This design comes from an exercise in tuning for small area on the open sky130 flow, not from production work. RTL that was checked went through simulation tests only; none was proved equivalent to the original. Power figures rest on the tool's default switching activity, not on a simulated workload.

==> inputs of trial 84 <==
==> flow/design.v (excerpt) <==
module sisops_cpu (
    input  wire         clk,
    input  wire         rst,
    input  wire         start,
    input  wire [31:0]  pc_in,
    input  wire [319:0] regs_in,
    input  wire [63:0]  pt_in,
    input  wire [4:0]   pt_len_in,
    input  wire [7:0]   quantum,
    output wire         busy,
    output reg          done,
    output reg  [2:0]   cause,
    output wire [47:0]  info,
    output wire [31:0]  fpc,
    output wire [31:0]  pc_out,
    output wire [319:0] regs_out,
    output wire         mem_req,
    output wire         mem_we,
    output reg  [7:0]   mem_addr,
    output wire [47:0]  mem_wdata,
    input  wire         mem_ready,
    input  wire         mem_rvalid,
    input  wire [47:0]  mem_rdata
);
==> flow/config.mk <==
export PLATFORM = sky130hd
export DESIGN_NAME = sisops_cpu
export DESIGN_NICKNAME = sisops_cpu
export VERILOG_FILES = /design/flow/design.v
export SDC_FILE = /design/flow/constraint.sdc
export NUM_CORES = 4
export LEC_CHECK = 0
export CAP_MARGIN = 20
export CORE_AREA = 10 10 350 350
export CTS_BUF_LIST = sky130_fd_sc_hd__clkbuf_4
export DIE_AREA = 0 0 360 360
export SLEW_MARGIN = 20
==> flow/constraint.sdc <==
create_clock -name core_clock -period 11.0 [get_ports {clk}]
set_input_delay 2.2000 -clock core_clock [delete_from_list [all_inputs] [get_ports {clk}]]
set_output_delay 2.2000 -clock core_clock [all_outputs]
set_load 0.01 [all_outputs]
standard.sh (not shown) runs the stock make flow with config.mk's settings and CLKGATE_MAP_FILE= SYNTH_SCRIPT=/design/flow/synth_recipe.tcl, a recipe that flattens the netlist after the stock synthesis.
==> flow/flow/run.sh <==
#!/bin/bash
# The standard layout (the standard.sh: ORFS synthesis through finish),
# with changes that only affect which cells are used:
#  - the ports are buffered by the smallest buffer cell;
#  - clock tree synthesis uses clkbuf_4 on sink clusters of up to 8 and
#    inserts no dummy loads.
set -euo pipefail
bash standard.sh \
  "BUFFER_PORTS_ARGS=-buffer_cell sky130_fd_sc_hd__buf_1" \
  "CTS_ARGS=-sink_clustering_enable -sink_clustering_size 8 -sink_clustering_max_diameter 60 -repair_clock_nets -dont_use_dummy_load -buf_list sky130_fd_sc_hd__clkbuf_4" \
  finish > standard_make.log 2>&1
==> inputs of build 2, as changes to trial 84 <==
--- a/flow/design.v
+++ b/flow/design.v
@@ -117,13 +117,13 @@
     end
     wire sub   = op[2];
     wire a_cin = first ? sub : ac;
     wire bx    = b_bit ^ sub;
     wire alu_s = a_bit ^ bx ^ a_cin;
     wire alu_c = (a_bit & bx) | (a_bit & a_cin) | (bx & a_cin);
-    localparam integer ML = 19;
+    localparam integer ML = 15;
     wire mb = b_bit & pass & (ptype == P_MM);
     wire [31:0] pp = ir[31:0] & {32{mb}};
     wire [31:0] msum;
     wire [31:0] mcar;
     wire [31:0] msum0, msum1, mcar0, mcar1;
     generate
==> flow/flow/run.sh (replaced) <==
#!/bin/bash
# The standard layout (standard.sh: ORFS synthesis through finish), with
# changes to how cells are chosen only:
#  - synthesis maps the logic with ABC's area-oriented mapper (amap) instead
#    of the delay-oriented script; flip-flops are mapped before ABC, so the
#    registers are the standard synthesis's;
#  - the buffers ABC leaves are removed at floorplan instead of upsizing
#    cells against the unplaced netlist's timing;
#  - the ports are buffered by the smallest buffer cell;
#  - clock tree synthesis uses clkbuf_4 on small sink clusters and inserts
#    no dummy loads.
set -euo pipefail
cp -r "$FLOW_HOME/scripts" scripts_local
printf '%s\n' strash dch amap topo 'stime -c' > scripts_local/abc_speed.script
bash standard.sh \
  "SCRIPTS_DIR=$PWD/scripts_local" \
  "REMOVE_ABC_BUFFERS=1" \
  "BUFFER_PORTS_ARGS=-buffer_cell sky130_fd_sc_hd__buf_1" \
  "CTS_ARGS=-sink_clustering_enable -sink_clustering_size 8 -sink_clustering_max_diameter 60 -repair_clock_nets -dont_use_dummy_load -buf_list sky130_fd_sc_hd__clkbuf_4" \
  finish > standard_make.log 2>&1
==> inputs of build 79, as changes to trial 84 <==
==> flow/design.v (replaced) <==
module sisops_cpu (
    input  wire         clk,
    input  wire         rst,
    input  wire         start,
    input  wire [31:0]  pc_in,
    input  wire [319:0] regs_in,
    input  wire [63:0]  pt_in,
    input  wire [4:0]   pt_len_in,
    input  wire [7:0]   quantum,
    output wire         busy,
    output reg          done,
    output reg  [2:0]   cause,
    output wire [47:0]  info,
    output reg  [31:0]  fpc,
    output wire [31:0]  pc_out,
    output wire [319:0] regs_out,
    output wire         mem_req,
    output wire         mem_we,
    output reg  [7:0]   mem_addr,
    output wire [47:0]  mem_wdata,
    input  wire         mem_ready,
    input  wire         mem_rvalid,
    input  wire [47:0]  mem_rdata
);
    localparam [2:0] C_TIMER   = 3'd0;
    localparam [2:0] C_ADDR    = 3'd1;
    localparam [2:0] C_INVOP   = 3'd2;
    localparam [2:0] C_INVSYS  = 3'd3;
    localparam [2:0] C_STOP    = 3'd4;
    localparam [2:0] C_READ    = 3'd5;
    localparam [2:0] C_WRITE   = 3'd6;
    localparam [3:0] S_IDLE = 4'd0;    
    localparam [3:0] S_FT   = 4'd1;    
    localparam [3:0] S_FR   = 4'd2;    
    localparam [3:0] S_FW   = 4'd3;    
    localparam [3:0] S_DEC  = 4'd4;    
    localparam [3:0] S_PASS = 4'd5;    
    localparam [3:0] S_DT   = 4'd6;    
    localparam [3:0] S_MR   = 4'd7;    
    localparam [3:0] S_MW   = 4'd8;    
    localparam [3:0] S_SYS  = 4'd9;    
    localparam [3:0] S_CMP  = 4'd10;   
    localparam [3:0] S_FIN  = 4'd11;   
    localparam [3:0] P_LDI  = 4'd0;    
    localparam [3:0] P_ALU  = 4'd1;    
    localparam [3:0] P_MA   = 4'd2;    
    localparam [3:0] P_MM   = 4'd3;    
    localparam [3:0] P_STD  = 4'd4;    
    localparam [3:0] P_SCAN = 4'd5;    
    localparam [3:0] P_JMP  = 4'd6;    
    localparam [3:0] P_X8   = 4'd7;    
    localparam [3:0] P_X9   = 4'd8;    
    localparam [3:0] P_PCI  = 4'd9;    
    localparam [3:0] P_FPC  = 4'd10;   
    reg  [3:0]  state;
    reg  [3:0]  ptype;
    reg  [4:0]  bc;          
    reg  [31:0] x [0:9];
    reg  [31:0] pc;
    reg  [47:0] ir;
    reg  [63:0] ptr;         
    reg  [3:0]  pcnt;
    reg  [4:0]  pt_len;
    reg  [7:0]  qcnt;
    reg         ac;          
    reg         pcc;         
    reg         nz;          
    reg         fl;          
    reg  [30:0] ms;          
    integer i;
    wire idle = (state == S_IDLE);
    wire ld   = idle & start;
    wire pass = (state == S_PASS);
    wire hold = ~ld & ~pass;
    wire last = (bc == 5'd31);
    wire first = (bc == 5'd0);
    assign busy     = ~idle;
    assign pc_out   = pc;
    assign info     = ir;
    assign mem_req  = (state == S_FR) | (state == S_MR);
    assign mem_wdata = {16'h0CFF, ir[31:0]};
    genvar g;
    generate
        for (g = 0; g < 10; g = g + 1) begin : g_regs_out
            assign regs_out[32*g +: 32] = x[g];
        end
    endgenerate
    wire [7:0] op = ir[47:40];
    wire [3:0] ra = ir[39:36];
    wire [3:0] rb = ir[35:32];
    wire op_hi0  = (op[7:4] == 4'd0);
    wire is_ldi  = op_hi0 & (op[3:0] == 4'd0);
    wire is_ldd  = op_hi0 & (op[3:0] == 4'd1);
    wire is_std  = op_hi0 & (op[3:0] == 4'd2);
    wire is_alu  = op_hi0 & ((op[3:0] == 4'd3) | (op[3:0] == 4'd4));
    wire is_mul  = op_hi0 & (op[3:0] == 4'd5);
    wire is_jmp  = op_hi0 & (op[3:0] == 4'd6);
    wire is_jcc  = op_hi0 & ((op[3:0] == 4'd7) | (op[3:0] == 4'd8) | (op[3:0] == 4'd9));
    wire is_sys  = op_hi0 & (op[3:0] == 4'd10);
    wire is_stop = op_hi0 & (op[3:0] == 4'd11);
    wire uses_a  = op_hi0 & ((op[3:0] <= 4'd5) | is_jcc);
    wire uses_b  = op_hi0 & (op[3:0] >= 4'd3) & (op[3:0] <= 4'd5);
    wire illegal = ~op_hi0 | (op[3:0] >= 4'd12) | (uses_a & (ra > 4'd9)) | (uses_b & (rb > 4'd9));
    wire [3:0] rsa = (ptype == P_X8) ? 4'd8 : (ptype == P_X9) ? 4'd9 : ra;
    reg a_bit, b_bit;
    always @(*) begin
        a_bit = 1'b0;
        b_bit = 1'b0;
        for (i = 0; i < 10; i = i + 1) begin
            if (rsa == i) a_bit = x[i][0];
            if (rb == i)  b_bit = x[i][0];
        end
    end
    wire sub   = op[2];
    wire a_cin = first ? sub : ac;
    wire bx    = b_bit ^ sub;
    wire alu_s = a_bit ^ bx ^ a_cin;
    wire alu_c = (a_bit & bx) | (a_bit & a_cin) | (bx & a_cin);
    wire mb = b_bit & pass & (ptype == P_MM);
    wire [31:0] pp = ir[31:0] & {32{mb}};
    wire [31:0] msum;
    wire [31:0] mcar;
    generate
        for (g = 0; g < 31; g = g + 1) begin : g_mul
            wire cin = (g == 0) ? 1'b0 : mcar[g-1];
            assign msum[g] = ms[g] ^ pp[g] ^ cin;
            assign mcar[g] = (ms[g] & pp[g]) | (ms[g] & cin) | (pp[g] & cin);
        end
    endgenerate
    assign msum[31] = pp[31] ^ mcar[30];
    assign mcar[31] = 1'b0;
    wire prod = msum[0];
    wire take = is_jmp
              | (op[3:0] == 4'd7 & fl)
              | (op[3:0] == 4'd8 & ~nz)
              | (op[3:0] == 4'd9 & nz & ~fl);
    wire pc_inc = (ptype == P_LDI) | (ptype == P_ALU) | (ptype == P_MM) | (ptype == P_STD)
                | (ptype == P_JMP) | (ptype == P_PCI);
    wire p_cin = first ? pc_inc : pcc;
    wire pc_bit = (ptype == P_JMP && take) ? ir[0] : (pc[0] ^ p_cin);
    wire x_wr = pass & ((ptype == P_LDI) | (ptype == P_ALU) | (ptype == P_MM));
    wire w_bit = (ptype == P_ALU) ? alu_s : (ptype == P_MM) ? prod : ir[0];
    wire ir_from_a = (ptype == P_MA) | (ptype == P_STD) | (ptype == P_X8) | (ptype == P_X9);
    wire ir_sin = ir_from_a ? a_bit : (ptype == P_FPC) ? pc[0] : ir[0];
    wire ir_sh  = pass & (ptype != P_MM);
    wire fetch_tr = (state == S_FT);
    wire [7:0] la = fetch_tr ? pc[7:0] : ir[7:0];
    wire hi_zero  = fetch_tr ? (pc[31:8] == 24'd0) : (ir[31:8] == 24'd0);
    wire tr_ok    = hi_zero & ({1'b0, la[7:4]} < pt_len);
    wire tr_hit   = (pcnt == la[7:4]);
    wire code_ok  = (ir[31:2] == 30'd0) & (ir[1] ^ ir[0]);
    wire ir_ld_lo = mem_rvalid & ((state == S_FW) | (state == S_MW));
    wire ir_ld_hi = mem_rvalid & ((state == S_FW) | (state == S_MW & ~is_ldd));
    wire fin      = (state == S_FIN);
    wire clr_hi   = fin & (cause != C_INVOP) & (cause != C_WRITE);
    wire clr_lo   = fin & ((cause == C_TIMER) | (cause == C_STOP) | (cause == C_READ));
    always @(posedge clk) begin
        for (i = 0; i < 10; i = i + 1)
            x[i] <= ({32{ld}} & regs_in[32*i +: 32])
                  | ({32{pass}} & {(x_wr && ra == i) ? w_bit : x[i][0], x[i][31:1]})
                  | ({32{hold}} & x[i]);
        pc <= ({32{ld}} & pc_in) | ({32{pass}} & {pc_bit, pc[31:1]}) | ({32{hold}} & pc);
        if (ir_ld_lo | ir_sh | clr_lo)
            ir[31:0] <= ({32{ir_ld_lo}} & mem_rdata[31:0]) | ({32{ir_sh}} & {ir_sin, ir[31:1]});
        if (ir_ld_hi | clr_hi)
            ir[47:32] <= {16{ir_ld_hi}} & mem_rdata[47:32];
        ptr <= ({64{ld}} & pt_in) | ({64{busy}} & {ptr[3:0], ptr[63:4]});
        pcnt <= ld ? 4'd0 : pcnt + 4'd1;
        if (ld) begin
            pt_len <= pt_len_in;
        end
        if (ld)
            qcnt <= quantum;
        else if (state == S_CMP)
            qcnt <= qcnt - 8'd1;
        ac  <= alu_c;
        pcc <= pc[0] & p_cin;
        if (pass && ptype == P_SCAN) begin
            nz <= (nz & ~first) | a_bit;
            fl <= a_bit;
        end
        if (state == S_SYS)
            fl <= ir[1];
        ms <= msum[31:1];
        if (state == S_FT)
            fpc <= pc;
        if ((state == S_FT || state == S_DT) && tr_hit)
            mem_addr <= {ptr[3:0], la[3:0]};
        if (rst) begin
            state <= S_IDLE;
            done  <= 1'b0;
            bc    <= 5'd0;
        end else begin
            done <= fin;
            if (pass)
                bc <= bc + 5'd1;
            case (state)
                S_IDLE: if (start) state <= S_FT;
                S_FT: begin
                    if (!tr_ok) begin
                        cause <= C_ADDR; ptype <= P_FPC; state <= S_PASS;
                    end else if (tr_hit)
                        state <= S_FR;
                end
                S_FR: if (mem_ready) state <= S_FW;
                S_FW: if (mem_rvalid) state <= S_DEC;
                S_DEC: begin
                    state <= S_PASS;
                    if (illegal) begin
                        cause <= C_INVOP; state <= S_FIN;
                    end else if (is_stop) begin
                        cause <= C_STOP; state <= S_FIN;
                    end else if (is_ldd | is_std)
                        state <= S_DT;
                    else if (is_ldi) ptype <= P_LDI;
                    else if (is_alu) ptype <= P_ALU;
                    else if (is_mul) ptype <= P_MA;
                    else if (is_jmp) ptype <= P_JMP;
                    else if (is_jcc) ptype <= P_SCAN;
                    else             ptype <= P_X8;
                end
                S_PASS: if (last) begin
                    case (ptype)
                        P_MA:   ptype <= P_MM;
                        P_SCAN: ptype <= P_JMP;
                        P_STD:  state <= S_MR;
                        P_X8:   state <= S_SYS;
                        P_X9:   state <= S_DT;
                        P_PCI, P_FPC: state <= S_FIN;
                        default: state <= S_CMP;
                    endcase
                end
                S_SYS: begin
                    if (!code_ok) begin
                        cause <= C_INVSYS; state <= S_FIN;
                    end else begin
                        ptype <= P_X9; state <= S_PASS;
                    end
                end
                S_DT: begin
                    if (!tr_ok) begin
                        cause <= C_ADDR; state <= S_FIN;
                    end else if (tr_hit) begin
                        if (is_ldd) state <= S_MR;
                        else if (is_std) begin
                            ptype <= P_STD; state <= S_PASS;
                        end else if (fl) state <= S_MR;
                        else begin
                            cause <= C_READ; ptype <= P_PCI; state <= S_PASS;
                        end
                    end
                end
                S_MR: if (mem_ready) state <= is_std ? S_CMP : S_MW;
                S_MW: if (mem_rvalid) begin
                    state <= S_PASS;
                    if (is_ldd) ptype <= P_LDI;
                    else begin
                        cause <= C_WRITE; ptype <= P_PCI;
                    end
                end
                S_CMP: begin
                    if (qcnt == 8'd1) begin
                        cause <= C_TIMER; state <= S_FIN;
                    end else
                        state <= S_FT;
                end
                S_FIN: state <= S_IDLE;
                default: state <= S_IDLE;
            endcase
        end
    end
    assign mem_we = (state == S_MR) & is_std;
endmodule
==> flow/flow/run.sh (replaced) <==
#!/bin/bash
# The standard layout (the standard.sh: ORFS synthesis through finish),
# with two changes that only affect which cells are used:
#  - the ports are buffered by the smallest buffer cell;
#  - clock tree synthesis inserts no dummy loads.
set -euo pipefail
bash standard.sh \
  "BUFFER_PORTS_ARGS=-buffer_cell sky130_fd_sc_hd__buf_1" \
  "CTS_ARGS=-sink_clustering_enable -repair_clock_nets -dont_use_dummy_load -buf_list sky130_fd_sc_hd__clkbuf_4" \
  finish > standard_make.log 2>&1
==> summary.txt <==
Build 2 finished clean. Trial 84 ran to the end with no violations. Build 79 finished with negative setup slack left.
Cell count: build 2 is lower than build 79 (about 6%).
Via count: build 2 is lower than trial 84 (3.4%).
Synthesized cell count, lowest first: build 2, build 79, trial 84.
Between build 2 and trial 84, the lower non-clock buffer count is in build 2 (gap 36).
Power: build 79 < trial 84 < build 2.
Of build 79 and build 2, build 79 has the higher clock-buffer cell count (gap 73).
The lowest global-route usage belongs to build 79, the highest to build 2.
Sequential share of layout area: trial 84 < build 2 < build 79.
Against trial 84, the sequential power of build 2 is lower by about 1%.
The lowest wire length belongs to build 79, the highest to build 2.
Combinational power, lowest first: build 79, trial 84, build 2.
==> figures <==
item                                                                       build 79                 trial 84                  build 2
Initial cell density of the core                                             20.49%                   20.26%                   18.90%
Final setup violation count                                                       6                        0                        0
Worst path arrival time                                                    13.35 ns                 11.34 ns                 10.39 ns
Final std cell area, no fill                                            0.02991 mm²              0.02867 mm²              0.02754 mm²
Post-CTS setup repair buffer count                                                5                        0                        0
Top pwr grp                                                               registers      combinational cells      combinational cells
Total design power                                                          9080 µW                  9591 µW                  9779 µW
Number of cells in the finished layout apart from fillers                      5082                     5082                     4761
Slack of the worst reg-to-reg path                                         -1.40 ns                  0.46 ns                  1.46 ns
Setup slack at placement                                                  -1.486 ns               0.08025 ns                 1.349 ns
Share of total power in combinational logic                                   39.9%                    47.3%                    48.6%
Worst EP required                                                          11.95 ns                 11.80 ns                 11.85 ns
Status                                                     finished with violations  complete, no violations  complete, no violations
Layout check failures                                          negative setup slack                        -                        -
Seq. cell area                                                          0.01257 mm²              0.01115 mm²              0.01115 mm²
CP most frequent cell                                         sky130_fd_sc_hd__fa_2    sky130_fd_sc_hd__fa_1    sky130_fd_sc_hd__fa_1
Critical path depth in cells                                                     40                       32                       37
Via count of the routed design                                                23696                    23885                    23062
H-tree Lvls                                                                       4                        3                        3
Switching share of power                                                     45.96%                   50.57%                   49.26%
Critical Path Fanout Max                                                          6                        4                       14
Count of distinct cell types in the synthesized netlist                          63                       83                       44
Internal power consumption                                                  4907 µW                  4741 µW                  4962 µW
Share of total power in the clock network                                     16.4%                    11.2%                    11.2%
The RTL of trial 84 and build 79 was laid out without a check of its function.

==> separate check: timing with driven ports <==
The results above use ideal ports. As a check the final layouts listed here were re-extracted and re-timed, cells and wires unchanged.
Step 1 (the two cells are an assumption about what drives the block):
set clk [get_ports {clk}]
set_driving_cell -lib_cell sky130_fd_sc_hd__clkbuf_16 $clk
set_driving_cell -lib_cell sky130_fd_sc_hd__buf_2 [delete_from_list [all_inputs] $clk]
Step 2, shift: input delay + t, output delay - t, t = (earliest + latest rising clock arrival at the registers) / 2. This alone moves slack from input paths to output paths.
a / b / c = ideal / step 1 / step 2; a / b = the first two.
run | shift t [ns] | slack for setup (ns) | clock arrival spread, ns | pins driven straight from the clock port
trial 84 | 0.960 | 0.455 / 0.455 / 0.455 | 0.211 / 0.211 | 1
build 2 | 0.971 | 1.460 / 1.460 / 1.460 | 0.143 / 0.143 | 1
build 79 | 1.087 | -1.400 / -1.400 / -1.400 | 0.126 / 0.126 | 1
